This is an optimization exercise on Yosys and OpenROAD, whose aim is small area, not a production implementation.
The RTL was checked by simulation tests, not by an equivalence proof against the original design.
The clock port is modelled as an ideal driver; clocking choices that lean on that would not hold on a real chip.
Power is estimated from default activity; no workload was simulated.

// mercury_link
module mercury_link (
    input  logic        clk,
    input  logic        rst,
    input  logic        bus_en,
    input  logic        bus_we,
    input  logic [5:0]  bus_addr,
    input  logic [31:0] bus_wdata,
    output logic [31:0] bus_rdata,
    input  logic        rx_valid,
    input  logic [7:0]  rx_byte,
    output logic        rx_ready,
    output logic        tx_valid,
    output logic [7:0]  tx_byte,
    input  logic        tx_ready,
    input  logic        tx_err_valid,
    input  logic        tx_err_code,
    input  logic        tick,
    output logic        irq
);
export LEC_CHECK = 0
export CAP_MARGIN = 20
export CORE_MARGIN = 2
export CORE_UTILIZATION = 60
export SLEW_MARGIN = 20
create_clock -name core_clock -period 25.0 [get_ports {clk}]
standard.sh (not shown) runs the stock make flow with config.mk's settings and CLKGATE_MAP_FILE= SYNTH_SCRIPT=/design/flow/synth_recipe.tcl, a recipe that flattens the netlist after the stock synthesis.
==> flow/flow/run.sh <==
#!/bin/bash
# Standard layout (the standard.sh, unchanged synthesis) with two changes:
# - clock tree: larger sink clusters of clkbuf_16 and no dummy loads;
# - port buffers: the smallest buffer cell (every port still gets one).
set -euo pipefail
export CTS_ARGS="-sink_clustering_enable -repair_clock_nets -dont_use_dummy_load -buf_list sky130_fd_sc_hd__clkbuf_16 -sink_clustering_size 30 -sink_clustering_max_diameter 70"
export BUFFER_PORTS_ARGS="-buffer_cell sky130_fd_sc_hd__buf_1"
bash standard.sh > standard_flow.log 2>&1
The starting point passed the timing, DRC and antenna checks.
Change:
==> flow/run.sh (new file) <==
#!/bin/bash
# synth_recipe.tcl (not shown) runs the flow's synth.tcl, then flattens the netlist and writes it again
# the make line also repeats each setting of config.mk as NAME=value (left out here)
make -C /OpenROAD-flow-scripts/flow DESIGN_CONFIG=/design/flow/config.mk WORK_HOME=/design/flow/orfs CLKGATE_MAP_FILE= SYNTH_SCRIPT=/design/flow/synth_recipe.tcl finish
CORE_UTILIZATION = 30   (was 60)
removed: flow/flow/run.sh
removed: flow/standard.sh
Effect: The changed run passed the timing, DRC and antenna checks; via count went down by 2.3%; combinational power went up by about 3%; utilization went down by 30 points; worst setup slack degrades by 1.1 ns; area after synthesis is unchanged; total power went up by about 25%; first-iteration DRC count went down by 15%; worst hold slack degrades by 0.021 ns; non-clock buffer count went up by 14.
Change:
==> flow/flow/run.sh (new file) <==
#!/bin/bash
# Standard layout (the standard.sh, unchanged synthesis) with two changes:
# - clock tree: larger sink clusters of clkbuf_16 and no dummy loads;
# - port buffers: the smallest buffer cell (every port still gets one).
set -euo pipefail
export CTS_ARGS="-sink_clustering_enable -repair_clock_nets -dont_use_dummy_load -buf_list sky130_fd_sc_hd__clkbuf_16 -sink_clustering_size 25 -sink_clustering_max_diameter 60"
export BUFFER_PORTS_ARGS="-buffer_cell sky130_fd_sc_hd__buf_1"
bash standard.sh > standard_flow.log 2>&1
==> flow/standard.sh (new file) <==
#!/bin/bash
# synth_recipe.tcl (not shown) runs the flow's synth.tcl, then flattens the netlist and writes it again
# the make line also repeats each setting of config.mk as NAME=value (left out here)
make -C /OpenROAD-flow-scripts/flow DESIGN_CONFIG=/design/flow/config.mk WORK_HOME=/design/flow/orfs CLKGATE_MAP_FILE= SYNTH_SCRIPT=/design/flow/synth_recipe.tcl "${@:-finish}"
CORE_UTILIZATION = 60   (was 30)
removed: flow/run.sh
The changed run completed with no timing, DRC or antenna violations.
Combinational power decreases by about 3%.
Cell area shrinks by 6.1%.
Power shrinks by 17%.
Worst hold slack is better by 0.022 ns.
Synthesized cell count stays the same.
Utilization climbs by 30 points.
Area after synthesis is unchanged.
Register-to-register slack improved by 0.86 ns.
Change:
==> flow/flow/run.sh (replaced) <==
#!/bin/bash
# Standard layout (the standard.sh, unchanged synthesis) with these changes:
# - clock tree: larger sink clusters of clkbuf_16 and no dummy loads; after CTS, leaf
#   buffers whose flip-flop clock-pin slew stays low are downsized to clkbuf_8
#   (flow/leafsize.tcl);
# - port buffers: the smallest buffer cell (every port still gets one).
set -euo pipefail
export CTS_ARGS="-sink_clustering_enable -repair_clock_nets -dont_use_dummy_load -buf_list sky130_fd_sc_hd__clkbuf_16 -sink_clustering_size 30 -sink_clustering_max_diameter 70"
export BUFFER_PORTS_ARGS="-buffer_cell sky130_fd_sc_hd__buf_1"
export POST_CTS_TCL="$PWD/flow/leafsize.tcl"
export LEAF_SLEW_MAX=0.075
bash standard.sh > standard_flow.log 2>&1
==> flow/flow/leafsize.tcl (new file) <==
# Downsize clock-tree leaf buffers to clkbuf_8 where the flip-flop clock-pin slew they
# produce stays at or below LEAF_SLEW_MAX (ns, placement-parasitics estimate).
estimate_parasitics -placement
set lim [expr {[info exists ::env(LEAF_SLEW_MAX)] ? $::env(LEAF_SLEW_MAX) : 0.075}]
set small sky130_fd_sc_hd__clkbuf_8
set nsw 0
foreach inst [get_cells clkbuf_leaf_*] {
  set x [get_pins -of_objects $inst -filter "direction == output"]
  set sinks [get_pins -of_objects [get_nets -of_objects $x] -filter "direction == input"]
  set old [get_property $inst ref_name]
  replace_cell $inst $small
  set w 0
  foreach p $sinks { set s [get_property $p slew_max]; if {$s > $w} {set w $s} }
  if {$w > $lim} { replace_cell $inst $old } else { incr nsw }
}
puts "leafsize: downsized $nsw leaf buffers (limit $lim)"
detailed_placement
check_placement
Setup slack is worse by 0.032 ns.
Global-route usage hardly moves.
Total power drops by 4.3%.
Via count is lower by 0.53%.
Count of clock-buffer cells in the layout goes down by 30.
Die area does not change.
Routed wire length is about the same.

afterwards: timing with drivers on the ports:
The results above use ideal ports. As a check the final layouts listed here were re-extracted and re-timed, cells and wires unchanged. Step 1 assumes that a clkbuf_16 drives the clock port and a buf_2 every other input. Step 2 times the ports against the registers' clock, not the clock port: input delays grow and output delays shrink by t, the midpoint of the rising clock arrivals with the driver on. Three values: ideal, step 1, step 2; two values: the first two.
run | shift t [ns] | setup WS [ns] | worst setup path after step 2
the first run | 0.952 | 6.917 / 6.917 / 6.498 | input to register
the second run | 0.985 | 5.773 / 5.862 / 4.877 | input to register
the third run | 0.946 | 6.954 / 6.954 / 6.513 | input to register
the fourth run | 0.938 | 6.922 / 6.922 / 6.540 | input to register
After both steps setup and hold are still met in every run listed. The setup slack of the second run, which loses most, moves by +0.089 ns with the drivers and by -0.896 ns with both steps.
